Source: an optimization exercise on an open RTL-to-GDS flow (aim: small area and few clock cycles). Production flows keep margins and buffers that such runs may drop.
At most, simulation tests tie the RTL to the original design; equivalence was not proved.
For runs 1, 3 and 4, only the layout was checked, not whether the RTL still works.
Power and IR drop assume default switching activity.

## standard.sh

```bash
#!/bin/bash
# synth_recipe.tcl (not shown) runs the flow's synth.tcl, then flattens the netlist and writes it again
# the make line also repeats each setting of config.mk as NAME=value (left out here)
make -C /OpenROAD-flow-scripts/flow DESIGN_CONFIG=/design/flow/config.mk WORK_HOME=/design/flow/orfs CLKGATE_MAP_FILE= SYNTH_SCRIPT=/design/flow/synth_recipe.tcl "${@:-finish}"
```

## config.mk

```make
export PLATFORM = sky130hd
export DESIGN_NAME = gree_ir_codec
export DESIGN_NICKNAME = gree_ir_codec
export VERILOG_FILES = /design/flow/design.v
export SDC_FILE = /design/flow/constraint.sdc
export NUM_CORES = 4
export LEC_CHECK = 0
export CAP_MARGIN = 20
export CORE_MARGIN = 2
export CORE_UTILIZATION = 50
export SLEW_MARGIN = 20
```

## flow/run.sh

```bash
#!/bin/bash
# Layout flow: the standard ORFS flow with three changes.
#  1. Synthesis maps the logic with an area-oriented ABC script (flow/abc_map.script)
#     in place of ORFS's delay-oriented one; everything else in synthesis is the
#     standard script, so the registers are the standard synthesis's.
#  2. Port buffers are sky130_fd_sc_hd__buf_1 cells.
#  3. CTS uses small clock buffers and no dummy loads.
# Each step's output goes to its own log file in this folder.
set -euo pipefail
W=$(pwd)
rm -rf "$W/scripts_area"
cp -r "$FLOW_HOME/scripts" "$W/scripts_area"
cp "$W/flow/abc_map.script" "$W/scripts_area/abc_speed.script"

bash "$W/standard.sh" "SCRIPTS_DIR=$W/scripts_area" synth > "$W/log_1_synth.txt" 2>&1
bash "$W/standard.sh" \
  "BUFFER_PORTS_ARGS=-buffer_cell sky130_fd_sc_hd__buf_1" \
  "CTS_ARGS=-sink_clustering_enable -repair_clock_nets -dont_use_dummy_load -buf_list sky130_fd_sc_hd__clkbuf_8" \
  finish > "$W/log_2_layout.txt" 2>&1
```

## constraint.sdc

```tcl
create_clock -name core_clock -period 6.0 [get_ports {clk}]
set_input_delay 1.2000 -clock core_clock [delete_from_list [all_inputs] [get_ports {clk}]]
set_output_delay 1.2000 -clock core_clock [all_outputs]
set_load 0.01 [all_outputs]
```

## design.v

```verilog
module gree_ir_codec (
    input  wire        clk,
    input  wire        rst,           
    input  wire        cmd_valid,
    output wire        cmd_ready,
    input  wire [31:0] cmd_word,
    input  wire [63:0] cmd_din,
    output wire        rsp_valid,
    output wire        rsp_illegal,
    output wire [63:0] rsp_val,
    output wire        tx_valid,
    input  wire        tx_ready,
    output wire        tx_mark,
    output wire [31:0] tx_dur,
    output wire [7:0]  rx_addr,
    input  wire [31:0] rx_data,
    input  wire [15:0] rx_len
);
    localparam [31:0] T_HDR_MARK   = 32'd9000;
    localparam [31:0] T_HDR_SPACE  = 32'd4500;
    localparam [31:0] T_BIT_MARK   = 32'd620;
    localparam [31:0] T_ONE_SPACE  = 32'd1600;
    localparam [31:0] T_ZERO_SPACE = 32'd540;
    localparam [31:0] T_GAP        = 32'd19000;
    localparam [31:0] T_MSG        = 32'd19000;
    localparam [63:0] RESET_IMAGE  = 64'h5000200050200900;
    localparam [31:0] HM_LO = ((T_HDR_MARK + 50) * 75) / 100;
    localparam [31:0] HM_HI = ((T_HDR_MARK + 50) * 125 + 99) / 100;
    localparam [31:0] BM_LO = ((T_BIT_MARK + 50) * 75) / 100;
    localparam [31:0] BM_HI = ((T_BIT_MARK + 50) * 125 + 99) / 100;
    localparam [31:0] HS_LO = ((T_HDR_SPACE - 50) * 75) / 100;
    localparam [31:0] HS_HI = ((T_HDR_SPACE - 50) * 125 + 99) / 100;
    localparam [31:0] OS_LO = ((T_ONE_SPACE - 50) * 75) / 100;
    localparam [31:0] OS_HI = ((T_ONE_SPACE - 50) * 125 + 99) / 100;
    localparam [31:0] ZS_LO = ((T_ZERO_SPACE - 50) * 75) / 100;
    localparam [31:0] ZS_HI = ((T_ZERO_SPACE - 50) * 125 + 99) / 100;
    localparam [31:0] MSG_LO = (T_MSG * 75) / 100;
    localparam [7:0] OP_NOP        = 8'h00;
    localparam [7:0] OP_RESET      = 8'h01;
    localparam [7:0] OP_SET_RAW    = 8'h02;
    localparam [7:0] OP_GET_RAW    = 8'h03;
    localparam [7:0] OP_FIXUP      = 8'h04;
    localparam [7:0] OP_CSUM_CALC  = 8'h05;
    localparam [7:0] OP_CSUM_VREC  = 8'h06;
    localparam [7:0] OP_CSUM_VD    = 8'h07;
    localparam [7:0] OP_SET_POWER  = 8'h10;
    localparam [7:0] OP_GET_POWER  = 8'h11;
    localparam [7:0] OP_SET_MODE   = 8'h12;
    localparam [7:0] OP_GET_MODE   = 8'h13;
    localparam [7:0] OP_SET_TEMP   = 8'h14;
    localparam [7:0] OP_GET_TEMP   = 8'h15;
    localparam [7:0] OP_SET_FAN    = 8'h16;
    localparam [7:0] OP_GET_FAN    = 8'h17;
    localparam [7:0] OP_SET_SWING  = 8'h18;
    localparam [7:0] OP_GET_SWAUTO = 8'h19;
    localparam [7:0] OP_GET_SWPOS  = 8'h1A;
    localparam [7:0] OP_SET_SLEEP  = 8'h1B;
    localparam [7:0] OP_GET_SLEEP  = 8'h1C;
    localparam [7:0] OP_SET_TURBO  = 8'h1D;
    localparam [7:0] OP_GET_TURBO  = 8'h1E;
    localparam [7:0] OP_SET_LIGHT  = 8'h1F;
    localparam [7:0] OP_GET_LIGHT  = 8'h20;
    localparam [7:0] OP_SET_XFAN   = 8'h21;
    localparam [7:0] OP_GET_XFAN   = 8'h22;
    localparam [7:0] OP_ENCODE     = 8'h30;
    localparam [7:0] OP_SEND       = 8'h31;
    localparam [7:0] OP_DECODE     = 8'h40;
    localparam [7:0] OP_GET_DEC    = 8'h41;
    localparam [7:0] OP_GET_DBITS  = 8'h42;
    function [3:0] csum;
        input [63:0] x;
        begin
            csum = 4'd10 + x[3:0] + x[11:8] + x[19:16] + x[27:24]
                 + x[39:36] + x[47:44] + x[55:52];
        end
    endfunction
    function integer ypos;
        input integer k;
        begin
            if (k < 32) begin
                if (k[2] == 1'b0) ypos = (k / 8) * 4 + k % 4;             
                else              ypos = 32 + (k / 8) * 4 + k % 4;        
            end else begin
                if (k[2] == 1'b1) ypos = 16 + ((k - 32) / 8) * 4 + k % 4;  
                else              ypos = 48 + ((k - 32) / 8) * 4 + k % 4;  
            end
        end
    endfunction
    reg [63:0] rec;
    reg [63:0] dec_y;         
    reg        enc_act;       
    reg        dec_act;       
    reg [7:0]  cnt;           
    reg [15:0] num;           
    reg        nbw;           
    reg        nnz;           
    reg        strict;
    reg [3:0]  acc;           
    reg        acc_c;         
    reg        rsp_q;
    reg        ill_q;
    reg        sel_rec;
    reg        sel_dec;
    reg [6:0]  small_q;
    wire [7:0]  opc   = cmd_word[31:24];
    wire [7:0]  fa    = cmd_word[23:16];
    wire [7:0]  fb    = cmd_word[15:8];
    wire [7:0]  fc    = cmd_word[7:0];
    wire [15:0] imm16 = cmd_word[15:0];
    reg legal;
    always @(*) begin
        case (opc)
            OP_NOP, OP_RESET, OP_GET_RAW, OP_FIXUP, OP_CSUM_CALC, OP_CSUM_VREC,
            OP_GET_POWER, OP_GET_MODE, OP_GET_TEMP, OP_GET_FAN, OP_GET_SWAUTO,
            OP_GET_SWPOS, OP_GET_SLEEP, OP_GET_TURBO, OP_GET_LIGHT, OP_GET_XFAN,
            OP_GET_DEC, OP_GET_DBITS,
            OP_SET_RAW, OP_CSUM_VD:
                legal = (cmd_word[23:0] == 24'd0);
            OP_SET_POWER, OP_SET_SLEEP, OP_SET_TURBO, OP_SET_LIGHT, OP_SET_XFAN:
                legal = (fa[7:1] == 7'd0) && (fb == 8'd0) && (fc == 8'd0);
            OP_SET_MODE, OP_SET_TEMP, OP_SET_FAN:
                legal = (fb == 8'd0) && (fc == 8'd0);
            OP_SET_SWING:
                legal = (fa[7:1] == 7'd0) && (fc == 8'd0);
            OP_ENCODE:
                legal = 1'b1;
            OP_SEND:
                legal = (fa == 8'd0);
            OP_DECODE:
                legal = (fa[7:1] == 7'd0);
            default:
                legal = 1'b0;
        endcase
    end
    wire busy   = enc_act | dec_act;
    wire accept = cmd_valid & cmd_ready & ~rst;
    wire go     = accept & legal;
    wire start_enc = go & ((opc == OP_ENCODE && fa >= 8'd8) || opc == OP_SEND);
    wire start_dec = go & (opc == OP_DECODE);
    wire [3:0] cs_val = csum((opc == OP_CSUM_VD) ? cmd_din : rec);
    wire [3:0] temp_code    = (rec[2:0] == 3'd0) ? 4'd9 :
                              (fa[7:4] == 4'd0) ? 4'd0 :
                              (fa[7:4] != 4'd1 || fa[3:0] == 4'd15) ? 4'd14 : fa[3:0];
    wire [1:0] fan_clamped  = (fa > 8'd3) ? 2'd3 : fa[1:0];
    wire [1:0] fan_final    = (rec[2:0] == 3'd2) ? 2'd1 : fan_clamped;
    reg [3:0] swing_pos;
    always @(*) begin
        if (fa[0]) begin
            if (fb == 8'd1 || fb == 8'd7 || fb == 8'd9 || fb == 8'd11)
                swing_pos = fb[3:0];
            else
                swing_pos = 4'd1;
        end else begin
            if (fb >= 8'd2 && fb <= 8'd6)
                swing_pos = fb[3:0];
            else
                swing_pos = 4'd0;
        end
    end
    reg [6:0] small_d;
    always @(*) begin
        small_d = 7'd0;
        case (opc)
            OP_CSUM_CALC:  small_d[3:0] = cs_val;
            OP_CSUM_VREC:  small_d[0]   = (rec[63:60] == cs_val);
            OP_CSUM_VD:    small_d[0]   = (cmd_din[63:60] == cs_val);
            OP_GET_POWER:  small_d[0]   = rec[3] & rec[19];
            OP_GET_MODE:   small_d[2:0] = rec[2:0];
            OP_GET_TEMP:   small_d[4:0] = {1'b1, rec[11:8]};
            OP_GET_FAN:    small_d[1:0] = rec[5:4];
            OP_GET_SWAUTO: small_d[0]   = rec[6];
            OP_GET_SWPOS:  small_d[3:0] = rec[35:32];
            OP_GET_SLEEP:  small_d[0]   = rec[7];
            OP_GET_TURBO:  small_d[0]   = rec[20];
            OP_GET_LIGHT:  small_d[0]   = rec[21];
            OP_GET_XFAN:   small_d[0]   = rec[23];
            OP_GET_DBITS:  small_d[6]   = 1'b1;
            default: ;
        endcase
    end
    wire       c_hm   = (cnt == 8'd0);
    wire       c_hs   = (cnt == 8'd1);
    wire       c_mark = ~cnt[0];
    wire       c_data = cnt[0] && ((cnt >= 8'd3 && cnt <= 8'd65) || (cnt >= 8'd75 && cnt <= 8'd137));
    wire       c_zero = (cnt == 8'd67) || (cnt == 8'd71);
    wire       c_one  = (cnt == 8'd69);
    wire [6:0] m      = cnt[7:1];
    wire [1:0] u_lo   = {m[1] ~^ m[0], ~m[0]};                
    wire       u_b2   = m[2] ^ (m[1:0] == 2'd0);              
    wire       ck_nib = m[6] & (m[2:0] != 3'd0);              
    wire [63:0] tx_tab;
    genvar gm;
    generate
        for (gm = 0; gm < 64; gm = gm + 1) begin : g_tab
            if (gm >= 1 && gm <= 32)
                assign tx_tab[gm] = rec[gm - 1];
            else if (gm >= 37)
                assign tx_tab[gm] = rec[gm - 5];
            else
                assign tx_tab[gm] = 1'b0;
        end
    endgenerate
    wire [7:0] tx_tab_hi = {3'd0, rec[63:59]};
    wire       tx_bit    = m[6] ? tx_tab_hi[m[2:0]] : tx_tab[m[5:0]];
    reg [31:0] enc_dur;
    always @(*) begin
        if (c_hm)               enc_dur = T_HDR_MARK;
        else if (c_mark)        enc_dur = T_BIT_MARK;
        else if (c_hs)          enc_dur = T_HDR_SPACE;
        else if (c_data)        enc_dur = tx_bit ? T_ONE_SPACE : T_ZERO_SPACE;
        else if (c_zero)        enc_dur = T_ZERO_SPACE;
        else if (c_one)         enc_dur = T_ONE_SPACE;
        else                    enc_dur = T_GAP;
    end
    assign tx_valid = enc_act;
    assign tx_mark  = ~cnt[0];
    assign tx_dur   = enc_dur;
    wire enc_last  = (cnt == 8'd139);
    wire enc_rot   = enc_act & tx_ready & (cnt[7:4] == 4'd0);
    wire nbit      = num[0] ^ nbw;
    wire enc_done  = enc_act & tx_ready & enc_last & ~nnz;
    wire m_hdr_mark  = (rx_data >= HM_LO) && (rx_data <= HM_HI);
    wire m_bit_mark  = (rx_data >= BM_LO) && (rx_data <= BM_HI);
    wire m_hdr_space = (rx_data >= HS_LO) && (rx_data <= HS_HI);
    wire m_one       = (rx_data >= OS_LO) && (rx_data <= OS_HI);
    wire m_zero      = (rx_data >= ZS_LO) && (rx_data <= ZS_HI);
    wire m_msg       = (rx_data >= MSG_LO);
    reg ent_ok;
    always @(*) begin
        if (c_hm)        ent_ok = m_hdr_mark;
        else if (c_mark) ent_ok = m_bit_mark;
        else if (c_hs)   ent_ok = m_hdr_space;
        else if (c_data) ent_ok = m_one | m_zero;
        else if (c_zero) ent_ok = m_zero;
        else if (c_one)  ent_ok = m_one;
        else             ent_ok = m_msg;
    end
    wire [14:0] lh5 = rx_len[15:1] - 15'd5;
    reg len_big;
    integer li;
    always @(*) begin
        len_big = rx_len[0];
        for (li = 0; li < 16; li = li + 1)
            len_big = ((li < 15 ? lh5[li] : 1'b0) & ~num[li]) |
                      (((li < 15 ? lh5[li] : 1'b0) | ~num[li]) & len_big);
    end
    wire len_ok  = (rx_len >= 16'd139) && len_big &&
                   !(strict && num != 16'd64);
    wire cs_bad  = strict && (cnt == 8'd11) && (acc != 4'd0);
    wire dec_bad = ~len_ok | ~ent_ok | cs_bad;
    wire dec_end = (cnt == 8'd139) || (cnt == 8'd1 && rx_len < 16'd140);
    wire dec_done = dec_act & (dec_bad | dec_end);
    wire dec_succ = dec_act & ~dec_bad & dec_end;
    wire       cs_bit  = c_data & ~u_b2;
    wire       cs_b    = m_one ^ ck_nib;
    wire       cs_ci   = acc_c & (u_lo != 2'd0);
    wire       cs_s    = acc[0] ^ cs_b ^ cs_ci;
    wire       cs_co   = (acc[0] & cs_b) | (acc[0] & cs_ci) | (cs_b & cs_ci);
    reg [7:0] dec_next;
    always @(*) begin
        if (cnt == 8'd137)      dec_next = 8'd11;
        else if (cnt == 8'd129) dec_next = 8'd0;
        else if (cnt == 8'd138) dec_next = 8'd1;
        else if (cnt == 8'd1)   dec_next = 8'd139;
        else if (cnt[2:0] == 3'b001) dec_next = cnt + 8'd10;
        else                    dec_next = cnt + 8'd2;
    end
    assign rx_addr = cnt;
    assign cmd_ready   = ~busy | enc_done;
    assign rsp_valid   = rsp_q | enc_done;
    assign rsp_illegal = ill_q;
    wire [63:0] dec_rec;
    genvar gk;
    generate
        for (gk = 0; gk < 64; gk = gk + 1) begin : g_unscr
            assign dec_rec[gk] = dec_y[ypos(gk)];
        end
    endgenerate
    assign rsp_val = ({64{sel_rec}} & rec) | ({64{sel_dec}} & dec_rec)
                   | {57'd0, small_q};
    always @(posedge clk) begin
        rsp_q   <= (accept & ~(start_enc | start_dec)) | (dec_done & ~rst);
        ill_q   <= accept & ~legal;
        sel_rec <= go & (opc == OP_GET_RAW);
        sel_dec <= go & (opc == OP_GET_DEC);
        small_q   <= go ? small_d : {6'd0, dec_succ};
        if (rst) begin
            enc_act <= 1'b0;
            dec_act <= 1'b0;
        end else begin
            if (enc_done) enc_act <= 1'b0;
            if (dec_done) dec_act <= 1'b0;
            if (start_enc) enc_act <= 1'b1;
            if (start_dec) dec_act <= 1'b1;
        end
        if (start_enc | start_dec) begin
            cnt    <= start_dec ? 8'd3 : 8'd0;
            num    <= imm16;
            nbw    <= 1'b0;
            nnz    <= 1'b0;
            strict <= fa[0];
            acc    <= 4'd11;
        end else if (enc_act) begin
            if (enc_rot) begin
                num <= {nbit, num[15:1]};
                nbw <= nbw & ~num[0];
                nnz <= nnz | nbit;
            end
            if (tx_ready) begin
                if (enc_last) begin
                    cnt <= 8'd0;
                    nbw <= 1'b1;
                    nnz <= 1'b0;
                end else begin
                    cnt <= cnt + 8'd1;
                end
            end
        end else if (dec_act) begin
            cnt <= dec_next;
            if (c_data)
                dec_y <= {m_one, dec_y[63:1]};
            if (cs_bit)
            begin
                acc   <= {cs_s, acc[3:1]};
                acc_c <= cs_co;
            end
        end
        if (rst) begin
            rec <= RESET_IMAGE;
        end else if (go) begin
            case (opc)
                OP_RESET:     rec <= RESET_IMAGE;
                OP_SET_RAW:   rec <= cmd_din;
                OP_GET_RAW, OP_FIXUP, OP_SEND:
                              rec[63:60] <= cs_val;
                OP_SET_POWER: begin
                    rec[3]  <= fa[0];
                    rec[19] <= fa[0];
                end
                OP_SET_MODE: begin
                    if (fa == 8'd0) begin
                        rec[11:8] <= 4'd9;
                        rec[2:0]  <= 3'd0;
                    end else if (fa == 8'd2) begin
                        rec[5:4]  <= 2'd1;
                        rec[2:0]  <= 3'd2;
                    end else if (fa == 8'd1 || fa == 8'd3 || fa == 8'd4) begin
                        rec[2:0]  <= fa[2:0];
                    end else begin
                        rec[2:0]  <= 3'd0;
                    end
                end
                OP_SET_TEMP:  rec[11:8] <= temp_code[3:0];
                OP_SET_FAN:   rec[5:4]  <= fan_final;
                OP_SET_SWING: begin
                    rec[6]     <= fa[0];
                    rec[35:32] <= swing_pos;
                end
                OP_SET_SLEEP: rec[7]  <= fa[0];
                OP_SET_TURBO: rec[20] <= fa[0];
                OP_SET_LIGHT: rec[21] <= fa[0];
                OP_SET_XFAN:  rec[23] <= fa[0];
                default: ;
            endcase
        end
    end
endmodule
```

## flow/abc_map.script

```
&get -n
&st
&dch
&nf -R 1000
&put
mfs2
strash
&get -n
&dch
&nf -R 1000
&put
mfs2
strash
&get -n
&dch
&nf -R 1000
&put
mfs2
strash
&get -n
&dch
&nf -R 1000
&put
mfs2
strash
&get -n
&dch
&nf -R 1000
&put
topo
stime -c
```

==> results of run 1 <==
## cells in the mapped netlist (22+ instances only)
cell type    n
dfxtp_1     82
nand2_1    133
xnor2_1     26
a22o_1      66
clkinv_1    24
nor4_1      22
buf_4       22
a22oi_1     46
a21oi_1     60
nor2_1     116
o21ai_0     50
edfxtp_1    90
nor3_1      30
nand3_1     28
## through the flow
stage	cells	util (%)	setup WS [ps]	total power, W	hold slack [ps]
2_1_floorplan	1067	-	-339	0.00131	427
3_3_place_gp	1576	58.5	-439	0.00140	429
3_5_place_dp	1576	58.5	-573	0.00139	433
4_1_cts	1595	59.8	-15.5	0.00201	447
5_1_grt	1596	60.0	-226	0.00207	446
6_report	1597	60.0	-40.7	0.00201	448
## power breakdown
group | switching [W] | total (W) | internal (W)
Clock | 0.000385 | 0.000636 | 0.000251
Combinational | 0.0000943 | 0.000149 | 0.0000550
Sequential | 0.000000243 | 0.00122 | 0.00122
## worst paths after layout
check | startpoint | endpoint | slack (ps) | cells after the start
max | cmd_word[30] | small_q[0] | -40 | 22
min | dec_y[28] | dec_y[27] | 450 | 0
max reg2reg | rec[2] | small_q[0] | 1330 | 18
min reg2reg | dec_y[28] | dec_y[27] | 450 | 0
## routing by layer
metal  routed length, µm  up-vias  part of all wire [%]
met3                2770       60                   8.4
met5                  13        -                 0.039
met4                 692        2                   2.1
met1               14300     4695                    43
li1                    -     4574                     -
met2               15200      506                    46
## area by class of cell
class / instances / area share (%)
sequential: 172 / 36.8
multi-input combinational: 849 / 47.8
tap: 265 / 2.81
antenna: 1 / 0.0212
inverter: 24 / 0.785
timing repair buffer: 269 / 9.78
clock buffer: 17 / 1.98
## timing repair
item | 4_1_cts | 5_1_grt
setup endpoints to repair | 2 | 3
resized for setup | 1 | 14
pin swaps | 5 | 2
setup buffers | 2 | 1
## flip-flops by register name, summed over array words and instances (netlist names), 4 cells and up
name,cells
num,16
cnt,8
small_q,6
acc,4
rec,64
dec_y,64
## cell usage in the layout, fill, tap and decap left out, types with 19 or more instances in the layout
master,netlist,final
nor4_1,22,20
conb_1,1,19
buf_1,0,234
nand2_1,133,133
dfxtp_1,82,80
clkinv_1,24,21
edfxtp_1,90,90
a22o_1,66,66
a22oi_1,46,46
a21oi_1,60,60
buf_4,22,31
nor2_1,116,114
nor3_1,30,30
xnor2_1,26,25
o21ai_0,50,48
nand3_1,28,28
## critical path, cell delays in order
cell and delay, ps:
buf_8 100, nor4_4 380, and2_4 210, and3_4 290, mux2_4 330, fa_1 560, clkinv_2 60, fa_1 540
fa_1 430, fa_1 530, inv_2 50, ha_4 150, xnor2_2 130, xnor2_1 190, xnor2_1 160, xnor2_1 160
xnor2_1 110, xnor2_1 220, xor2_1 220, nor4_2 60, o21ai_1 140, o21ai_1 90
## kinds of logic (layout without fill, tap and decap cells)
| group | count (synthesis) | in the layout |
|---|---|---|
| multiplexers | 44 | 44 |
| AND/OR/NAND/NOR | 399 | 399 |
| AO/OA/AOI/OAI | 313 | 313 |
| adder cells (fa/ha/maj) | 31 | 31 |
| other | 1 | 20 |
| flip-flops | 172 | 172 |
| XOR/XNOR | 43 | 43 |
| buffers and inverters | 46 | 310 |
==> metrics.md, run 1 <==
| Metric | Value |
|---|---|
| Ratio of cells with drive above 1 in the final layout | 6.31% |
| DR WL/cell | 20.6 µm |
| GRT Overall Usage | 30.2% |
| GRT Residual Overflow | 0 |
| Simple-Gate Fraction of Synth Area | 18.0% |
| Max-cap violations | 0 |
| Mux cell area share after synthesis | 6.25% |
| CORE AREA | 19,700 µm² |
| Clock slew at reported path FFs | 90 ps |
| Yosys top cell area share | 26.8% |
| Largest family of logic cells by synthesized area | compound AO/OA/AOI/OAI gates |
| Critical path type | in -> reg |
| Max Clock Freq | 0.166 GHz |
| Met3 Usage GRT | 6.66% |
| Vias in the first global route | 9,096 |
| Hold_buf cts | 0 |
| Fin crit share | 101% |
| H-tree depth | 4 |
| Largest net degree at the start of global routing | 65 |
| Area of the multi-input gates | 5640 µm² |
| Hold Crit Class | reg -> reg |
| Post-route minimum period | 6040 ps |
| Most used DFF post-synth | edfxtp_1 |
| Worst-margin pin slew | 976 ps |
| Finished Cell Area | 11,800 µm² |
| Unrepaired setup endpoints after global routing | yes |
| Antenna viol nets, final | 0 |
| Setup TNS | -40.7 ps |
| Pwr per Cell Area | 170 nW/µm² |
| Initial DRT Pass Iterations | 7 |
| Register area | 4350 µm² |
| SO Viols | negative setup slack |
| Synth top area cells | edfxtp_1 27%, dfxtp_1 16%, a22o_1 5.7% |
| CTS tree | yes |
| Global placer's final weighted congestion | 0.984 |
| Setup crit end kind | flip-flop |
| Clk buf depth | 2 |
| Sequential share of the synthesized area | 43.0% |
| DRC Markers | 0 |
| Outcome | finished with violations |
| First-pass GRT wire length | 51,000 µm |
| EDFF count, synth | 90 |
| Async SR Flop Fraction | 0% |
| Cell taking the most area after synthesis | edfxtp_1 |
| DPL Wire Length | 24,000 µm |
| CTS Buf Count | 17 |
| Wirelength, routed | 33,000 µm |
| Sink Count | 172 |
| Synthesized cell area | 10,100 µm² |
| Die W | 146 µm |
| Die ar. | 21,300 µm² |
| Final Hold Vio Count | 0 |
| Yosys Warn Count | 1 |
| Fraction of the mapped netlist area in adder cells | 4.69% |
| DR vias | 9,837 |
| Final Slew Violations | 0 |
| Most used routing layer | met2 |
| Seq cells post-synth | 172 |
| Initial antenna violation count | 2 |
| Area grow syn2layout | 16.9% |
| Slew headroom | 34.9% |
| Placed Instance Area | 11,500 µm² |
| Crit path max fanout | 8 |
| IO Port Bufs | 237 |
| Root buffer selected by CTS | clkbuf_8 |
| Peak VDD IR | 0.116 mV |
| Synth Area in Compound Gates | 21.7% |
| Fill count | 1,847 |
| # setup viols final | 1 |
| Met2 GRT Util | 48.2% |
| M1 GR Usage | 41.8% |
| XOR/XNOR Fraction of Synth Area | 3.73% |
| Post-synth cell types | 59 |
| Leakage | 3.88 nW |
| Critical Path RT | 6290 ps |
| Number of DRC markers in iteration 0 | 821 |
| Cells after Synth | 1,049 |
| Starting Density | 51.3% |
| Num rows | 51 |
| Setup Skew | 41.3 ps |
| Vias per cell | 6.16 |
| Worst Path Arrival | 6330 ps |
| # nets final | 1,510 |
| Crit start category | input port |
| Fin worst setup slack | -40.7 ps |
| Clock latency (worst-skew pair) | 470 ps |
| I/O pins | 257 |
| Die height | 146 µm |
| Avg Inst Size Synth | 9.62 µm² |
==> inputs of run 2 (changes only) <==
--- a/design.v
+++ b/design.v
@@ -188,20 +188,7 @@
     wire [1:0] u_lo   = {m[1] ~^ m[0], ~m[0]};                
     wire       u_b2   = m[2] ^ (m[1:0] == 2'd0);              
     wire       ck_nib = m[6] & (m[2:0] != 3'd0);              
-    wire [63:0] tx_tab;
-    genvar gm;
-    generate
-        for (gm = 0; gm < 64; gm = gm + 1) begin : g_tab
-            if (gm >= 1 && gm <= 32)
-                assign tx_tab[gm] = rec[gm - 1];
-            else if (gm >= 37)
-                assign tx_tab[gm] = rec[gm - 5];
-            else
-                assign tx_tab[gm] = 1'b0;
-        end
-    endgenerate
-    wire [7:0] tx_tab_hi = {3'd0, rec[63:59]};
-    wire       tx_bit    = m[6] ? tx_tab_hi[m[2:0]] : tx_tab[m[5:0]];
+    wire       tx_bit    = rec[0];
     reg [31:0] enc_dur;
     always @(*) begin
         if (c_hm)               enc_dur = T_HDR_MARK;
@@ -327,6 +314,8 @@
         end
         if (rst) begin
             rec <= RESET_IMAGE;
+        end else if (enc_act && tx_ready && c_data) begin
+            rec <= {rec[0], rec[63:1]};
         end else if (go) begin
             case (opc)
                 OP_RESET:     rec <= RESET_IMAGE;
==> run 2 against run 1 <==
The run now finishes clean. First-iteration DRC count fell by 23%. Die area fell by 1.6%. Sequential share of layout area rose by 0.52 points. Register-to-register slack improved by 320 ps. Setup slack improved by 320 ps. Clock power fell by 2%. Via count fell by 1.4%. Sequential cell count did not move. Cell count rose by 0.69%. Global-route usage fell by 0.31 points. Sequential power barely moved. Maximum frequency rose by 5.6%. Highest routed layer is now met4.
==> metrics.md, run 2 <==
| Metric | Value |
|---|---|
| Slew headroom | 30.6% |
| DR WL/cell | 19.9 µm |
| Die W | 145 µm |
| Max Clock Freq | 0.175 GHz |
| DRC Markers | 0 |
| Outcome | timing/DRC/antenna clean |
| Async SR Flop Fraction | 0% |
| Most used DFF post-synth | edfxtp_1 |
| Sink Count | 172 |
| Routed met2 length | 15,200 µm |
| Unrepaired setup endpoints after global routing | no |
| Antenna viol nets, final | 0 |
| Synth top area cells | edfxtp_1 27%, dfxtp_1 17%, nand2_1 5.4% |
| Leakage | 3.81 nW |
| Pwr per Cell Area | 171 nW/µm² |
| Final Hold Vio Count | 0 |
| Yosys top cell area share | 27.2% |
| Vias per cell | 6.03 |
| Mux cell area share after synthesis | 3.60% |
| Hold_buf cts | 0 |
| CORE AREA | 19,500 µm² |
| Yosys Warn Count | 1 |
| Clk buf depth | 2 |
| Sequential Power Share | 61.4% |
| Critical Path RT | 6320 ps |
| Fraction of the mapped netlist area in adder cells | 5.07% |
| Int Pwr | 0.00153 W |
| Gate power share | 7.2% |
| Largest registers | dec_y: 64 flops, rec: 64 flops, num: 16 flops |
| Ratio of cells with drive above 1 in the final layout | 5.07% |
| Final Slew Violations | 0 |
| First-pass GRT wire length | 50,100 µm |
| Avg Inst Size Synth | 9.38 µm² |
| Largest net degree at the start of global routing | 67 |
| Commonest cells post-synth | 142 x nand2_1, 90 x edfxtp_1, 85 x o21ai_0 |
| Largest family of logic cells by synthesized area | compound AO/OA/AOI/OAI gates |
| I/O pins | 257 |
| CTS tree | yes |
| Crit start category | input port |
| Peak VDD IR | 0.151 mV |
| Switching share of power | 23.4% |
| Commonest non-fill, non-tap cells in the layout | 236 x buf_1, 142 x nand2_1, 90 x edfxtp_1, 85 x o21ai_0, 80 x dfxtp_1 |
| Setup crit end kind | flip-flop |
| Commonest non-fill, non-tap cell in the layout | buf_1 |
| Number of DRC markers in iteration 0 | 636 |
| Fin crit share | 95.3% |
| IO Port Bufs | 237 |
| Final core occ | 59.8% |
| Seq cells post-synth | 172 |
| Die ar. | 21,000 µm² |
| Root buffer selected by CTS | clkbuf_8 |
| Synthesized cell area | 9930 µm² |
| Psw | 0.000466 W |
| Setup TNS | 0 ps |
| # nets final | 1,521 |
| XOR/XNOR Fraction of Synth Area | 3.62% |
| Top sig layer | met4 |
| Crit path max fanout | 13 |
| Area grow syn2layout | 17.2% |
| Hold Crit Class | reg -> reg |
| Cells after Synth | 1,058 |
| Count leader, synth | nand2_1 |
| Clock slew at reported path FFs | 110 ps |
| Vias in the first global route | 9,301 |
| Met1 Wirelength | 13,200 µm |
| CTS Buf Count | 17 |
| Starting Density | 51.0% |
| Worst Path Arrival | 6040 ps |
| Initial antenna violation count | 1 |
| Cell taking the most area after synthesis | edfxtp_1 |
| Setup Skew | 44.9 ps |
| Wirelength, routed | 32,000 µm |
| GRT Residual Overflow | 0 |
| Synth Area in Compound Gates | 23.5% |
| DPL Wire Length | 23,400 µm |
| # resized after CTS | 0 |
| DR vias | 9,702 |
| Clock power share | 31.4% |
| EDFF count, synth | 90 |
| Global placer's final weighted congestion | 0.982 |
| Critical path type | in -> reg |
| Fill count | 1,799 |
| Initial DRT Pass Iterations | 5 |
| H-tree depth | 4 |
| Clock latency (worst-skew pair) | 480 ps |
| Num rows | 51 |
| Post-synth cell types | 55 |
| Sequential share of the synthesized area | 43.8% |
| GRT Overall Usage | 29.9% |
| # setup viols final | 0 |
| # Post-CTS Setup Buffers | 0 |
| Die height | 145 µm |
| Max-cap violations | 0 |
| Post-route minimum period | 5720 ps |
| Simple-Gate Fraction of Synth Area | 17.8% |
| Worst-margin pin slew | 1030 ps |
| Met3 routed WL | 2580 µm |
-- run 2: cell types whose count changed in the layout (fill, tap and decap cells not counted), sizes merged, moves of 6 or more --
cell / previous run / this run
o22ai: 13 / 20
nand2: 133 / 142
mux4: 14 / 0
and3: 12 / 6
nor2: 116 / 81
o21ai: 50 / 85
a221oi: 4 / 11
nor2b: 15 / 8
a22o: 66 / 58
or2: 0 / 6
-- run 2: worst paths after layout --
path	from	endpoint	slack [ps]	depth (start not counted)
max	cmd_word[30]	rec[63]	280	20
min	dec_y[9]	dec_y[8]	430	0
max reg2reg	rec[38]	rec[63]	1650	16
min reg2reg	dec_y[9]	dec_y[8]	430	0
-- run 2: metal layers --
metal	vias up	track usage, %
met4	0	11.9
li1	4613	-
met3	66	6.79
met5	-	0
met1	4613	38.8
met2	410	48.5
-- run 2: power groups by stage --
| stage | logic, W | clock network [W] | registers (W) |
|---|---|---|---|
| floorplan | 0.0000597 | 0 | 0.00125 |
| global placement | 0.000141 | 0 | 0.00125 |
| detailed placement | 0.000141 | 0 | 0.00125 |
| CTS | 0.000141 | 0.000641 | 0.00123 |
| global route | 0.000157 | 0.000682 | 0.00122 |
| finish | 0.000143 | 0.000626 | 0.00123 |
-- run 2: kinds of logic after synthesis --
logic type | Yosys count
compound gates | 347
xor+xnor | 41
fa+ha+maj | 34
buf+inv | 48
flops | 172
mux | 34
other cells | 1
simple gates | 381
-- run 2: per-stage QoR --
step	worst slack [ps]	hold WS [ps]	total power, W	instance area (µm²)	std cells
after detailed placement	-185	436	0.00139	11400	1589
after global routing	42.3	421	0.00206	11600	1607
final	282	427	0.00199	11600	1608
after CTS	263	426	0.00201	11600	1606
after global placement	-93.4	430	0.00139	11400	1589
after floorplan	-20.7	427	0.00131	10000	1076
-- run 2: worst max-delay path, stage by stage --
cell and delay [ps]:
buf_1 110, nor4_4 300, and2_4 190, and3_4 330
mux2_4 340, fa_1 550, clkinv_2 70, fa_1 560
fa_1 440, fa_1 500, clkinv_1 60, ha_2 180
xnor2_2 160, xnor2_1 150, xnor2_1 150, xnor2_1 150
a221oi_1 290, nor3_1 90, a21oi_1 150, nor2_1 60
-- run 2: layout make-up --
class                   count  area (µm²)  area share [%]
repair buffers            271        1170            10.0
diodes                      1        2.50          0.0215
flip-flops and latches    172        4350            37.4
multi-input cells         856        5450            46.9
clock buffers              17         234            2.01
well taps                 265         332            2.85
inverters                  26         100           0.860
Testbench counts of run 2, summed over its fixed seeds: cycles 482,311.
==> inputs of run 3 (changes only) <==
--- a/design.v
+++ b/design.v
@@ -137,7 +137,7 @@
     wire go     = accept & legal;
     wire start_enc = go & ((opc == OP_ENCODE && fa >= 8'd8) || opc == OP_SEND);
     wire start_dec = go & (opc == OP_DECODE);
-    wire [3:0] cs_val = csum((opc == OP_CSUM_VD) ? cmd_din : rec);
+    wire [3:0] cs_val = csum((opc[2:0] == 3'b111) ? cmd_din : rec);
     wire [3:0] temp_code    = (rec[2:0] == 3'd0) ? 4'd9 :
                               (fa[7:4] == 4'd0) ? 4'd0 :
                               (fa[7:4] != 4'd1 || fa[3:0] == 4'd15) ? 4'd14 : fa[3:0];
==> run 3 against run 2 <==
Still clean on timing, DRC and antenna. Final area fell by 0.45%. Global-route usage rose by 0.56 points. Sequential cell count did not move. Maximum frequency rose by 0.64%. Worst hold slack improved by 11 ps. Register-to-register slack got worse by 590 ps. Largest cell class unchanged.
==> metrics.md, run 3 <==
| Metric | Value |
|---|---|
| Outcome | timing/DRC/antenna clean |
| GRT Residual Overflow | 0 |
| Crit start category | input port |
| IO Port Bufs | 237 |
| # nets final | 1,539 |
| First-pass GRT wire length | 51,400 µm |
| Area grow syn2layout | 16.3% |
| Hold Crit Class | reg -> reg |
| Avg Inst Size Synth | 9.20 µm² |
| Clock slew at reported path FFs | 80 ps |
| Sink Count | 172 |
| Worst Path Arrival | 6040 ps |
| Vias per cell | 6.09 |
| Yosys top cell area share | 27.1% |
| Die W | 145 µm |
| Max Clock Freq | 0.176 GHz |
| Die ar. | 21,100 µm² |
| Final Slew Violations | 0 |
| CORE AREA | 19,500 µm² |
| Most used DFF post-synth | edfxtp_1 |
| Slew headroom | 38.4% |
| Die height | 145 µm |
| Antenna viol nets, final | 0 |
| Vias in the first global route | 9,210 |
| Clock latency (worst-skew pair) | 470 ps |
| EDFF count, synth | 90 |
| Count leader, synth | nand2_1 |
| Cell taking the most area after synthesis | edfxtp_1 |
| Seq cells post-synth | 172 |
| Global placer's final weighted congestion | 0.998 |
| Clk buf depth | 2 |
| H-tree depth | 4 |
| DR vias | 9,898 |
| I/O pins | 257 |
| Peak VDD IR | 0.149 mV |
| Post-synth cell types | 55 |
| Sequential share of the synthesized area | 43.6% |
| Synth top area cells | edfxtp_1 27%, dfxtp_1 16%, nand2_1 5.7% |
| Commonest non-fill, non-tap cell in the layout | buf_1 |
| Worst-margin pin slew | 924 ps |
| Commonest cells post-synth | 151 x nand2_1, 93 x nor2_1, 92 x o21ai_0 |
| Setup Skew | 40.9 ps |
| Synthesized cell area | 9960 µm² |
| DPL Wire Length | 23,700 µm |
| Post-route minimum period | 5680 ps |
| Initial antenna violation count | 1 |
| Starting Density | 51.0% |
| Async SR Flop Fraction | 0% |
| Pwr per Cell Area | 180 nW/µm² |
| GRT Overall Usage | 30.4% |
| Unrepaired setup endpoints after global routing | no |
| Root buffer selected by CTS | clkbuf_8 |
| Ratio of cells with drive above 1 in the final layout | 4.19% |
| Fin crit share | 94.7% |
| Wirelength, routed | 32,800 µm |
| Crit path max fanout | 5 |
| # setup viols final | 0 |
| Hold_buf cts | 0 |
| Num rows | 51 |
| Critical path type | in -> reg |
| CTS Buf Count | 17 |
| CTS tree | yes |
| Largest registers | dec_y: 64 flops, rec: 64 flops, num: 16 flops |
| Leakage | 3.79 nW |
| Power Total | 0.00208 W |
| Critical Path RT | 6360 ps |
| Setup TNS | 0 ps |
| Max-cap violations | 0 |
| Initial DRT Pass Iterations | 6 |
| DRC Markers | 0 |
| Largest net degree at the start of global routing | 65 |
| Number of DRC markers in iteration 0 | 1,021 |
| DR WL/cell | 20.1 µm |
| Final Hold Vio Count | 0 |
| Commonest non-fill, non-tap cells in the layout | 233 x buf_1, 151 x nand2_1, 91 x o21ai_0, 90 x nor2_1, 90 x edfxtp_1 |
| Setup crit end kind | flip-flop |
| Cells after Synth | 1,082 |
| Yosys Warn Count | 1 |
[run 3: where the power goes]
part / switching [W] / internal, W / leakage [nW]
clock: 0.000368 / 0.000251 / 0.122
sequential: 0.000000289 / 0.00122 / 1.38
combinational: 0.000146 / 0.0000923 / 2.28
total: 0.000514 / 0.00157 / 3.79
[run 3: cells by family (layout without fill, tap and decap cells)]
logic type               count (synthesis)  count (layout)  synth area share (%)
other                                    1              20                0.0377
buffers and inverters                   56             315                  2.94
XOR/XNOR                                39              39                  3.43
adder cells (fa/ha/maj)                 31              31                  4.75
multiplexers                            30              30                  3.19
flip-flops                             172             172                  43.6
AND/OR/NAND/NOR                        390             391                  17.7
AO/OA/AOI/OAI                          363             363                  24.3
[run 3: final timing paths]
kind | start | to | slack (ps) | cells past startpoint
setup / recovery | cmd_word[26] | small_q[0] | 320 | 19
setup reg to reg | rec[2] | small_q[0] | 1060 | 17
hold reg to reg | dec_y[7] | dec_y[6] | 440 | 0
hold / removal | dec_y[7] | dec_y[6] | 440 | 0
[run 3: cell type report]
type                            count  area [µm²]
Inverter                           34         128
Timing Repair Buffer              264        1100
Fill cell                        1885        7950
Sequential cell                   172        4350
Tap cell                          265         332
Clock buffer                       17         234
Multi-Input combinational cell    873        5440
Antenna cell                        1        2.50
[run 3: critical path, stage by stage]
cell and delay [ps]:
clkbuf_2 190, nand3_4 180, mux2_1 380, fa_1 560
clkinv_1 90, fa_1 520, fa_1 520, fa_1 560
clkinv_1 70, ha_1 200, xor2_1 150, xnor2_1 180
xnor2_1 150, xnor2_1 110, xnor2_1 260, o221ai_1 190
a2111oi_2 260, nor3_1 80, o21ai_0 180
[run 3: metrics by stage]
stage          std cells  area, µm²  setup WS (ps)  utilization, %  hold slack, ps
6_report            1626      11600            319            59.3             438
5_1_grt             1626      11600            104            59.3             444
4_1_cts             1623      11500           95.5            59.1             439
3_5_place_dp        1606      11300           -362            57.9             437
3_3_place_gp        1606      11300           -118            57.9             428
2_1_floorplan       1100      10000           83.4               -             427
[run 3: timing repair]
item | in CTS | in global routing
gates resized for setup | 0 | 6
buffers inserted | 0 | 1
setup endpoints to repair | 0 | 1
[run 3: metal layers]
| metal | GRT usage (%) | part of all wire, % |
|---|---|---|
| met1 | 45.3 | 45 |
| met2 | 44.7 | 43 |
| met3 | 6.73 | 9.2 |
| met4 | 8.28 | 2.4 |
| met5 | 0 | 0 |
==> inputs of run 4 (changes only) <==
--- a/design.v
+++ b/design.v
@@ -98,10 +98,6 @@
     reg [3:0]  acc;           
     reg        acc_c;         
     reg        rsp_q;
-    reg        ill_q;
-    reg        sel_rec;
-    reg        sel_dec;
-    reg [6:0]  small_q;
     wire [7:0]  opc   = cmd_word[31:24];
     wire [7:0]  fa    = cmd_word[23:16];
     wire [7:0]  fb    = cmd_word[15:8];
@@ -255,6 +251,9 @@
     assign rx_addr = cnt;
     assign cmd_ready   = ~busy | enc_done;
     assign rsp_valid   = rsp_q | enc_done;
+    wire       ill_q   = num[7];
+    wire       sel_rec = num[8];
+    wire       sel_dec = num[9];
     assign rsp_illegal = ill_q;
     wire [63:0] dec_rec;
     genvar gk;
@@ -264,13 +263,9 @@
         end
     endgenerate
     assign rsp_val = ({64{sel_rec}} & rec) | ({64{sel_dec}} & dec_rec)
-                   | {57'd0, small_q};
+                   | {57'd0, num[6:0]};
     always @(posedge clk) begin
         rsp_q   <= (accept & ~(start_enc | start_dec)) | (dec_done & ~rst);
-        ill_q   <= accept & ~legal;
-        sel_rec <= go & (opc == OP_GET_RAW);
-        sel_dec <= go & (opc == OP_GET_DEC);
-        small_q   <= go ? small_d : {6'd0, dec_succ};
         if (rst) begin
             enc_act <= 1'b0;
             dec_act <= 1'b0;
@@ -304,6 +299,7 @@
             end
         end else if (dec_act) begin
             cnt <= dec_next;
+            if (dec_done) num[9:0] <= {9'd0, dec_succ};
             if (c_data)
                 dec_y <= {m_one, dec_y[63:1]};
             if (cs_bit)
@@ -312,6 +308,9 @@
                 acc_c <= cs_co;
             end
         end
+        if (accept & ~(start_enc | start_dec))
+            num[9:0] <= {go & (opc == OP_GET_DEC), go & (opc == OP_GET_RAW),
+                         ~legal, go ? small_d : 7'd0};
         if (rst) begin
             rec <= RESET_IMAGE;
         end else if (enc_act && tx_ready && c_data) begin
==> run 4 against run 3 <==
Register-to-register slack worse by 20 ps. Utilization down 0.17 points. Area after synthesis down 1.5%. Combinational power up 13%. Largest power group unchanged. Still clean on timing, DRC and antenna. Routed wire length up 1.1%. Sequential power down 5%. Largest cell class unchanged. Critical path depth up 2. Global-route usage up 1.1 points. Worst hold slack better by 14 ps. Maximum frequency down 0.21%. Final area down 1.3%. Critical endpoint is now num[0]. Clock skew down 3.5 ps.
==> metrics.md, run 4 <==
| Metric | Value |
|---|---|
| I/O pins | 257 |
| Vias per cell | 6.12 |
| Fin crit share | 94.9% |
| Final Hold Vio Count | 0 |
| EDFF count, synth | 90 |
| Setup crit end kind | flip-flop |
| Setup Skew | 37.4 ps |
| Die height | 144 µm |
| Critical Path RT | 6300 ps |
| Met1 Wirelength | 14,800 µm |
| CTS Buf Count | 17 |
| Unrepaired setup endpoints after global routing | no |
| Top sig layer | met5 |
| Yosys Warn Count | 1 |
| Area grow syn2layout | 16.6% |
| Placed Instance Area | 11,200 µm² |
| Commonest non-fill, non-tap cell in the layout | buf_1 |
| Num rows | 51 |
| Cell taking the most area after synthesis | edfxtp_1 |
| DR vias | 9,760 |
| CORE AREA | 19,300 µm² |
| Yosys top cell area share | 27.5% |
| Met3 routed WL | 2760 µm |
| Clk buf depth | 2 |
| Finished Cell Area | 11,400 µm² |
| Worst-margin pin slew | 988 ps |
| Number of DRC markers in iteration 0 | 914 |
| Clock slew at reported path FFs | 70 ps |
| Pwr per Cell Area | 180 nW/µm² |
| GRT Overall Usage | 31.5% |
| Setup TNS | 0 ps |
| Post-route minimum period | 5690 ps |
| Synth top area cells | edfxtp_1 28%, dfxtp_1 15%, a22o_1 5.9% |
| Pre-CTS setup slack | -128 ps |
| First-pass GRT wire length | 50,300 µm |
| Cells after Synth | 1,052 |
| Commonest cells post-synth | 129 x nand2_1, 93 x o21ai_0, 90 x edfxtp_1 |
| Avg Inst Size Synth | 9.33 µm² |
| Synthesized cell area | 9810 µm² |
| DRC Markers | 0 |
| DR WL/cell | 20.8 µm |
| Slew headroom | 33.9% |
| Crit start category | input port |
| Sequential share of the synthesized area | 42.4% |
| Commonest non-fill, non-tap cells in the layout | 236 x buf_1, 129 x nand2_1, 92 x o21ai_0, 90 x edfxtp_1, 80 x nor2_1 |
| Starting Density | 50.7% |
| Critical path type | in -> reg |
| Async SR Flop Fraction | 0% |
| Sink Count | 163 |
| Count leader, synth | nand2_1 |
| Max-cap violations | 0 |
| Most used DFF post-synth | edfxtp_1 |
| Outcome | timing/DRC/antenna clean |
| Leakage | 3.81 nW |
| Crit path max fanout | 18 |
| Fill count | 1,845 |
| Die W | 144 µm |
| Post-synth cell types | 56 |
| H-tree depth | 4 |
| # Post-CTS Setup Buffers | 0 |
| Largest net degree at the start of global routing | 67 |
| Wirelength, routed | 33,100 µm |
| Initial antenna violation count | 1 |
| Die ar. | 20,800 µm² |
| Largest registers | dec_y: 64 flops, rec: 64 flops, num: 16 flops |
| Peak VDD IR | 0.166 mV |
| Fin worst setup slack | 307 ps |
| # setup viols final | 0 |
| # nets final | 1,510 |
| Vias in the first global route | 8,974 |
| Initial DRT Pass Iterations | 6 |
| # resized after CTS | 0 |
| Global placer's final weighted congestion | 0.989 |
| Routed met2 length | 14,900 µm |
| CTS tree | yes |
| GRT Residual Overflow | 0 |
| Diodes inserted | 0 |
| IO Port Bufs | 237 |
| DPL Wire Length | 24,500 µm |
| Hold_buf cts | 0 |
| Antenna viol nets, final | 0 |
| Clock latency (worst-skew pair) | 460 ps |
| Seq cells post-synth | 163 |
| Final Slew Violations | 0 |
| Ratio of cells with drive above 1 in the final layout | 3.83% |
| Worst Path Arrival | 5990 ps |
| Max Clock Freq | 0.176 GHz |
| Hold Crit Class | reg -> reg |
| Root buffer selected by CTS | clkbuf_8 |
run 4: area by class of cell:
class | count | area, µm² | share of cell area, %
Sequential cell | 163 | 4160 | 36.4
Timing Repair Buffer | 266 | 1130 | 9.87
Clock buffer | 17 | 234 | 2.05
Multi-Input combinational cell | 847 | 5430 | 47.5
Tap cell | 265 | 332 | 2.90
Inverter | 38 | 143 | 1.25
run 4: path summary, 6_finish.rpt:
check	from	endpoint	slack, ps	depth (start not counted)
max	cmd_word[26]	num[0]	310	21
min	dec_y[52]	dec_y[51]	450	0
max reg2reg	rec[2]	num[0]	1040	18
min reg2reg	dec_y[52]	dec_y[51]	450	0
run 4: worst max-delay path, cell delays in order:
cell	delay (ps)
buf_1	240
nand3_4	110
buf_12	170
mux2i_1	150
fa_1	570
clkinv_1	80
fa_1	510
fa_1	530
fa_1	520
ha_1	230
xor2_1	170
xnor2_1	190
xnor2_1	150
xnor2_1	90
xnor2_1	270
xnor2_1	120
nor4_1	320
nor3_1	80
nand3_1	110
nand2_1	60
nand3_1	90
run 4: kinds of logic (layout without fill, tap and decap cells):
kind of cell | Yosys count | in the layout | synth area share, %
buf+inv | 60 | 321 | 3.14
simple gates | 356 | 356 | 17.0
other cells | 1 | 19 | 0.0382
flops | 163 | 163 | 42.4
compound gates | 372 | 372 | 25.9
xor+xnor | 39 | 39 | 3.48
mux | 30 | 30 | 3.16
fa+ha+maj | 31 | 31 | 4.82
run 4: through the flow:
stage	hold WS (ps)	utilization [%]	power, W	cells
6_report	453	59.1	0.00206	1596
3_5_place_dp	436	57.9	0.00146	1579
2_1_floorplan	427	-	0.00134	1070
3_3_place_gp	429	57.9	0.00146	1578
5_1_grt	460	59.1	0.00214	1596
4_1_cts	449	59.1	0.00207	1596
run 4: routing by layer:
metal / GRT usage (%) / vias up
met5: 0 / -
met4: 8.15 / 2
met3: 7.52 / 36
met2: 48.1 / 458
met1: 45.1 / 4653
li1: - / 4611
run 4: where the power goes:
group	internal, W	leakage, nW	switching [W]	total [W]
Sequential	0.00117	1.36	0.00000468	0.00117
Clock	0.000251	0.122	0.000362	0.000612
Combinational	0.000107	2.32	0.000163	0.000270
==> inputs of run 5 (changes only) <==
--- a/design.v
+++ b/design.v
@@ -94,7 +94,6 @@
     reg [15:0] num;           
     reg        nbw;           
     reg        nnz;           
-    reg        strict;
     reg [3:0]  acc;           
     reg        acc_c;         
     reg        rsp_q;
@@ -201,6 +200,7 @@
     wire enc_last  = (cnt == 8'd139);
     wire enc_rot   = enc_act & tx_ready & (cnt[7:4] == 4'd0);
     wire nbit      = num[0] ^ nbw;
+    wire strict    = nbw;
     wire enc_done  = enc_act & tx_ready & enc_last & ~nnz;
     wire m_hdr_mark  = (rx_data >= HM_LO) && (rx_data <= HM_HI);
     wire m_bit_mark  = (rx_data >= BM_LO) && (rx_data <= BM_HI);
@@ -278,9 +278,8 @@
         if (start_enc | start_dec) begin
             cnt    <= start_dec ? 8'd3 : 8'd0;
             num    <= imm16;
-            nbw    <= 1'b0;
+            nbw    <= start_dec & fa[0];
             nnz    <= 1'b0;
-            strict <= fa[0];
             acc    <= 4'd11;
         end else if (enc_act) begin
             if (enc_rot) begin
==> run 5 against run 4 <==
Via count fell by 0.55%. Sequential cell count is 1 lower. Clock skew rose by 6.0 ps.
==> metrics.md, run 5 <==
| Metric | Value |
|---|---|
| Fin worst setup slack | 414 ps |
| Max Clock Freq | 0.179 GHz |
| Most used DFF post-synth | edfxtp_1 |
| Critical path type | in -> reg |
| Worst Path Arrival | 5860 ps |
| Initial antenna violation count | 1 |
| Met2 GRT Util | 51.7% |
| Yosys Warn Count | 1 |
| Setup slack, reg-to-reg | 1080 ps |
| Hold_buf cts | 0 |
| Synth top area cells | edfxtp_1 28%, dfxtp_1 15%, nand2_1 5.6% |
| Leakage | 3.80 nW |
| Outcome | timing/DRC/antenna clean |
| Wirelength, routed | 32,700 µm |
| Crit Reg-Reg Startpoint | rec[2] |
| Hold Crit Depth | 0 |
| Unrepaired setup endpoints after global routing | no |
| # setup viols final | 0 |
| Top Family by Delay on Critical Path | adder cells |
| GRT Residual Overflow | 0 |
| EDFF count, synth | 90 |
| Worst path slowest cell | fa_1 |
| R2R cell count | 17 |
| M1 GR Usage | 41.4% |
| DPL Wire Length | 23,900 µm |
| Clock latency (worst-skew pair) | 470 ps |
| Final Hold Vio Count | 0 |
| Yosys top cell area share | 27.6% |
| Hold Crit Class | reg -> reg |
| Largest registers | dec_y: 64 flops, rec: 64 flops, num: 16 flops |
| Cell taking the most area after synthesis | edfxtp_1 |
| Clk buf depth | 2 |
| Most used routing layer | met2 |
| Max-cap violations | 0 |
| Setup Skew | 43.4 ps |
| Root buffer selected by CTS | clkbuf_8 |
| First-pass GRT wire length | 49,900 µm |
| Vias per cell | 6.08 |
| Reg2reg end | num[0] |
| CP bufs+invs | 4 |
| IO Port Bufs | 237 |
| Hold Path End | dec_y[59] |
| Final Instance Count excl. Fillers | 1,597 |
| Crit start category | input port |
| Count leader, synth | nand2_1 |
| Slew headroom | 32.5% |
| Post-synth cell types | 55 |
| DRC Markers | 0 |
| Fin crit share | 93.1% |
| Seq cells post-synth | 162 |
| DR WL/cell | 20.5 µm |
| Hold wc startpoint | dec_y[60] |
| # nets final | 1,511 |
| Met3 Usage GRT | 6.46% |
| Ratio of cells with drive above 1 in the final layout | 3.38% |
| Die W | 144 µm |
| Setup TNS | 0 ps |
| Setup crit end kind | flip-flop |
| Sink Count | 162 |
| Vias in the first global route | 8,932 |
| Final Slew Violations | 0 |
| H-tree depth | 4 |
| Commonest cells post-synth | 146 x nand2_1, 90 x edfxtp_1, 84 x nor2_1 |
| Crit path max fanout | 20 |
| Avg Inst Size Synth | 9.26 µm² |
| Commonest non-fill, non-tap cell in the layout | buf_1 |
| Die height | 144 µm |
| Area grow syn2layout | 16.0% |
| Sequential share of the synthesized area | 42.3% |
| DR vias | 9,706 |
| CTS Buf Count | 17 |
| Initial DRT Pass Iterations | 5 |
| Starting Density | 50.7% |
| Peak VDD IR | 0.133 mV |
| Synthesized cell area | 9800 µm² |
| Number of DRC markers in iteration 0 | 862 |
| Die ar. | 20,700 µm² |
| GRT Overall Usage | 31.2% |
| CTS tree | yes |
| Worst-margin pin slew | 1010 ps |
| Diodes inserted | 0 |
| CORE AREA | 19,300 µm² |
| # Post-CTS Setup Buffers | 0 |
| Number of cells on the critical path | 21 |
| Crit path cell chain | buf_1 -> nand3_2 -> buf_12 -> mux2_1 -> fa_1 -> fa_1 -> clkinv_1 -> fa_1 -> clkinv_1 -> fa_1 -> ha_1 -> xor2_1 -> xnor2_1 -> xnor2_1 -> xnor2_1 -> xnor2_1 -> a2111oi_0 -> o211ai_1 -> nand3_1 -> a21oi_1 -> o21ai_0 |
| I/O pins | 257 |
| Async SR Flop Fraction | 0% |
| Global placer's final weighted congestion | 0.971 |
| Clock slew at reported path FFs | 90 ps |
| Post-route minimum period | 5590 ps |
| Cells after Synth | 1,058 |
| # resized after CTS | 0 |
| Pre-CTS setup slack | 5.85 ps |
| Pwr per Cell Area | 179 nW/µm² |
| Post-placement cell count | 1,580 |
| Commonest non-fill, non-tap cells in the layout | 236 x buf_1, 146 x nand2_1, 90 x edfxtp_1, 82 x nor2_1, 79 x o21ai_0 |
| Num rows | 51 |
| Largest net degree at the start of global routing | 66 |
| Antenna viol nets, final | 0 |
| Max incr delay on CP | 500 ps |
| Critical Path RT | 6270 ps |
## run 5: cell count changes in the layout (fill, tap and decap cells not counted), moves of 5 or more
cell,previous run,this run
nand2_1,129,146
o21ai_0,92,79
nand2b_1,5,14
clkinv_1,38,32
a21oi_1,56,61
a22o_1,66,61
and4_1,5,0
o22ai_1,15,20
## run 5: per-stage QoR
stage | cell area [µm²] | total power, W | hold slack [ps] | util [%]
floorplan | 9870 | 0.00133 | 427 | -
global placement | 11100 | 0.00145 | 429 | 57.6
detailed placement | 11100 | 0.00145 | 435 | 57.6
CTS | 11400 | 0.00204 | 435 | 58.8
global route | 11400 | 0.00211 | 447 | 58.8
finish | 11400 | 0.00204 | 436 | 58.8
## run 5: area by class of cell
type	instances	area, µm²
Fill cell	1854	7970
Tap cell	265	332
Clock buffer	17	234
Sequential cell	162	4140
Multi-Input combinational cell	860	5460
Inverter	32	120
Timing Repair Buffer	261	1080
## run 5: where the power goes
part	switching [W]	internal, W	total, W	leakage [nW]
Combinational	0.000160	0.000103	0.000263	2.37
Sequential	0.00000295	0.00116	0.00116	1.31
Clock	0.000360	0.000250	0.000611	0.122
Total	0.000524	0.00151	0.00204	3.80
## run 5: metal layers
metal  part of all wire (%)  up-vias
li1                       -     4609
met1                     42     4641
met2                     48      408
met3                    7.4       46
met4                    2.4        2
met5                  0.040        -
## run 5: worst max-delay path by stage
stage / start / endpoint / slack [ps]
2_1_floorplan: cmd_word[26] / num[0] / 50
3_3_place_gp: cmd_word[25] / num[0] / 130
3_5_place_dp: cmd_word[25] / num[0] / 6
4_1_cts: cmd_word[25] / num[0] / 440
5_1_grt: cmd_word[25] / num[0] / 110
6_report: cmd_word[25] / num[0] / 410
## run 5: cells by family (layout without fill, tap and decap cells)
logic type | after synthesis | count (layout) | share of synthesized area, %
simple gates | 374 | 374 | 17.4
compound gates | 365 | 365 | 25.6
flops | 162 | 162 | 42.3
buf+inv | 54 | 310 | 2.91
xor+xnor | 37 | 37 | 3.31
mux | 34 | 34 | 3.59
fa+ha+maj | 31 | 31 | 4.83
other cells | 1 | 19 | 0.0383
Testbench counts of run 5, summed over its fixed seeds: cycles 482,311.
==> inputs of run 6 (changes only) <==
==> flow/abc_map.script (replaced) <==
&get -n
&st
&dch
&nf -R 1000
&put
mfs2
strash
&get -n
&st
&dch
&nf -R 1000
&put
mfs2
strash
&get -n
&st
&dch
&nf -R 1000
&put
mfs2
strash
&get -n
&st
&dch
&nf -R 1000
&put
mfs2
strash
&get -n
&st
&dch
&nf -R 1000
&put
mfs2
strash
&get -n
&st
&dch
&nf -R 1000
&put
mfs2
strash
&get -n
&dch
&nf -R 1000
&put
topo
stime -c
==> run 6 against run 5 <==
Global-route usage is 0.37 points higher. Sequential power hardly changed. Maximum frequency is 4.0% higher. Highest routed layer is now met4. Critical path type unchanged.
==> metrics.md, run 6 <==
| Metric | Value |
|---|---|
| Outcome | timing/DRC/antenna clean |
| CTS Buf Count | 17 |
| GRT Overall Usage | 31.6% |
| Psw | 0.000524 W |
| Slew headroom | 46.5% |
| R2R cell count | 16 |
| Switching share of power | 25.7% |
| First-pass GRT wire length | 49,800 µm |
| Num rows | 51 |
| EDFF count, synth | 90 |
| Setup slack, reg-to-reg | 1210 ps |
| I/O pins | 257 |
| Async SR Flop Fraction | 0% |
| Sink Count | 162 |
| Clock slew at reported path FFs | 90 ps |
| Max incr delay on CP | 570 ps |
| Clock latency (worst-skew pair) | 470 ps |
| DRC Markers | 0 |
| Gate power share | 12.8% |
| Synth top area cells | edfxtp_1 28%, dfxtp_1 15%, nand2_1 5.6% |
| Peak VDD IR | 0.130 mV |
| Number of DRC markers in iteration 0 | 666 |
| Synthesized cell area | 9730 µm² |
| Cells after Synth | 1,051 |
| Hold Crit Class | reg -> reg |
| Setup Skew | 35.5 ps |
| Worst Path Arrival | 5580 ps |
| Root buffer selected by CTS | clkbuf_8 |
| Sequential Power Share | 57.2% |
| CTS tree | yes |
| Clk buf depth | 2 |
| Int Pwr | 0.00151 W |
| Final Hold Vio Count | 0 |
| Most used DFF post-synth | edfxtp_1 |
| Vias per cell | 6.09 |
| Diodes inserted | 0 |
| Die height | 144 µm |
| Setup crit end kind | flip-flop |
| Hold slack | 441 ps |
| Yosys Warn Count | 1 |
| H-tree depth | 4 |
| CORE AREA | 19,300 µm² |
| Cell taking the most area after synthesis | edfxtp_1 |
| Sequential share of the synthesized area | 42.6% |
| Vias in the first global route | 8,930 |
| Post-route minimum period | 5370 ps |
| DR vias | 9,702 |
| Critical Path RT | 6200 ps |
| Worst path slowest cell | fa_1 |
| Pwr per Cell Area | 180 nW/µm² |
| Finished Cell Area | 11,300 µm² |
| Count leader, synth | nand2_1 |
| Max Clock Freq | 0.186 GHz |
| Worst path most repeated cell | fa_1 |
| Commonest cells post-synth | 146 x nand2_1, 90 x edfxtp_1, 84 x o21ai_0 |
| Crit path cell chain | buf_1 -> nand3_2 -> buf_12 -> mux2i_1 -> fa_1 -> clkinv_1 -> fa_1 -> fa_1 -> fa_1 -> ha_1 -> xor2_1 -> xnor2_1 -> xnor2_1 -> xnor2_1 -> xor2_1 -> nand4_1 -> a31oi_1 -> a221oi_1 -> o21ai_0 |
| Die ar. | 20,600 µm² |
| Crit path max fanout | 24 |
| Reg2reg end | num[0] |
| Antenna viol nets, final | 0 |
| Leakage | 3.88 nW |
| # nets final | 1,507 |
| Crit. Startpoint | cmd_word[26] |
| Avg Inst Size Synth | 9.26 µm² |
| DR WL/cell | 20.8 µm |
| # resized after CTS | 0 |
| Initial DRT Pass Iterations | 7 |
| DPL Wire Length | 24,000 µm |
| Fin worst setup slack | 627 ps |
| Hold_buf cts | 0 |
| Critical path type | in -> reg |
| CP endpoint | num[0] |
| Pre-CTS setup slack | 207 ps |
| Wirelength, routed | 33,100 µm |
| Crit start category | input port |
| # Post-CTS Setup Buffers | 0 |
| Clock power share | 29.9% |
| Seq cells post-synth | 162 |
| IO Port Bufs | 237 |
| Final Slew Violations | 0 |
| Ratio of cells with drive above 1 in the final layout | 3.69% |
| Area grow syn2layout | 16.4% |
| Unrepaired setup endpoints after global routing | no |
| Die W | 144 µm |
| # setup viols final | 0 |
| Setup TNS | 0 ps |
| Commonest non-fill, non-tap cells in the layout | 236 x buf_1, 146 x nand2_1, 90 x edfxtp_1, 84 x o21ai_0, 72 x dfxtp_1 |
| Initial antenna violation count | 0 |
| Fin crit share | 89.5% |
| Starting Density | 50.5% |
| Final core occ | 58.8% |
| Global placer's final weighted congestion | 0.962 |
| Largest registers | dec_y: 64 flops, rec: 64 flops, num: 16 flops |
| Largest net degree at the start of global routing | 68 |
| Commonest non-fill, non-tap cell in the layout | buf_1 |
| GRT Residual Overflow | 0 |
| Post-synth cell types | 57 |
| Yosys top cell area share | 27.8% |
| Crit Reg-Reg Startpoint | rec[2] |
| Max-cap violations | 0 |
| Worst-margin pin slew | 802 ps |
| Placed Instance Area | 11,100 µm² |
## run 6: changes by cell type in the layout (fill, tap and decap cells not counted), moves of 4 or more
cell / change
nor3_1: +4
a22oi_1: -5
nor2_1: -11
a31oi_1: +8
a221o_1: +6
o21ai_0: +5
clkinv_1: +5
a211oi_1: -5
## run 6: cells by family after synthesis
| kind of cell | synth area share, % |
|---|---|
| other | 0.0385 |
| buffers and inverters | 3.12 |
| flip-flops | 42.6 |
| adder cells (fa/ha/maj) | 4.86 |
| AND/OR/NAND/NOR | 17.4 |
| AO/OA/AOI/OAI | 25.2 |
| multiplexers | 3.29 |
| XOR/XNOR | 3.51 |
## run 6: layout make-up
cell class	instances	area (µm²)
inverter	37	139
sequential	162	4140
clock buffer	17	234
tap	265	332
multi-input combinational	848	5360
fill	1839	7950
timing repair buffer	264	1110
## run 6: per-layer routing
layer | GRT usage (%) | up-vias | routed length [µm]
li1 | - | 4581 | -
met1 | 42.5 | 4654 | 13800
met2 | 51.1 | 420 | 15900
met3 | 7.00 | 47 | 2660
met4 | 9.39 | 0 | 661
met5 | 0 | - | 0
## run 6: how the worst min path moves through the flow
stage | from | slack, ps | depth (start not counted) | endpoint
after floorplan | dec_y[1] | 430 | 0 | dec_y[0]
after global placement | dec_y[12] | 430 | 0 | dec_y[11]
after detailed placement | dec_y[12] | 440 | 0 | dec_y[11]
after CTS | dec_y[1] | 430 | 0 | dec_y[0]
after global routing | dec_y[58] | 450 | 0 | dec_y[57]
final | dec_y[31] | 440 | 0 | dec_y[30]
## run 6: metrics by stage
stage / cells / total power (W)
6_report: 1593 / 0.00204
5_1_grt: 1593 / 0.00211
4_1_cts: 1592 / 0.00204
3_5_place_dp: 1575 / 0.00145
3_3_place_gp: 1575 / 0.00145
2_1_floorplan: 1069 / 0.00133
## run 6: power by group through the flow
stage,clock network [W],registers (W),logic (W)
after floorplan,0,0.00119,0.000139
after global placement,0,0.00119,0.000252
after detailed placement,0,0.00119,0.000254
after CTS,0.000618,0.00117,0.000256
after global routing,0.000656,0.00117,0.000289
final,0.000610,0.00117,0.000262
## run 6: critical path: cells and delay by family
family / cells / cell delay (ps)
AOI/OAI and AO/OA: 3 / 440
xor gates and xnor gates: 5 / 850
adders and majority gates: 5 / 2340
buffers and inverters: 3 / 370
muxes: 1 / 150
and+or+nand+nor: 2 / 190

## re-timing with driven ports
No port has a modelled driver above. Below, the same layouts with a new extraction and two added sets of constraints.
Step 1, drivers: a clkbuf_16 drives clk and a buf_2 each remaining input, both assumed.
Step 2 also shifts input and output timing later by t, the mid clock arrival at the registers, as if the neighbouring blocks saw the same clock.
Slacks: ideal ports / drivers / drivers and shift; pairs: ideal ports / drivers.
run	t, ns	slack for setup (ns)	worst register clock-pin slew, ns
run 1	0.493	-0.041 / -0.041 / -0.534	0.10 / 0.10
run 2	0.495	0.282 / 0.302 / -0.193	0.12 / 0.12
run 3	0.491	0.319 / 0.334 / -0.157	0.11 / 0.11
run 4	0.486	0.307 / 0.323 / -0.163	0.10 / 0.10
run 5	0.494	0.414 / 0.434 / -0.060	0.11 / 0.11
run 6	0.494	0.627 / 0.650 / 0.156	0.10 / 0.10
With both steps, setup timing fails in run 2, run 3, run 4 and run 5, where it was met with ideal ports. The setup slack of run 1, which loses most, moves by 0.000 ns with the drivers and by -0.493 ns with both steps.
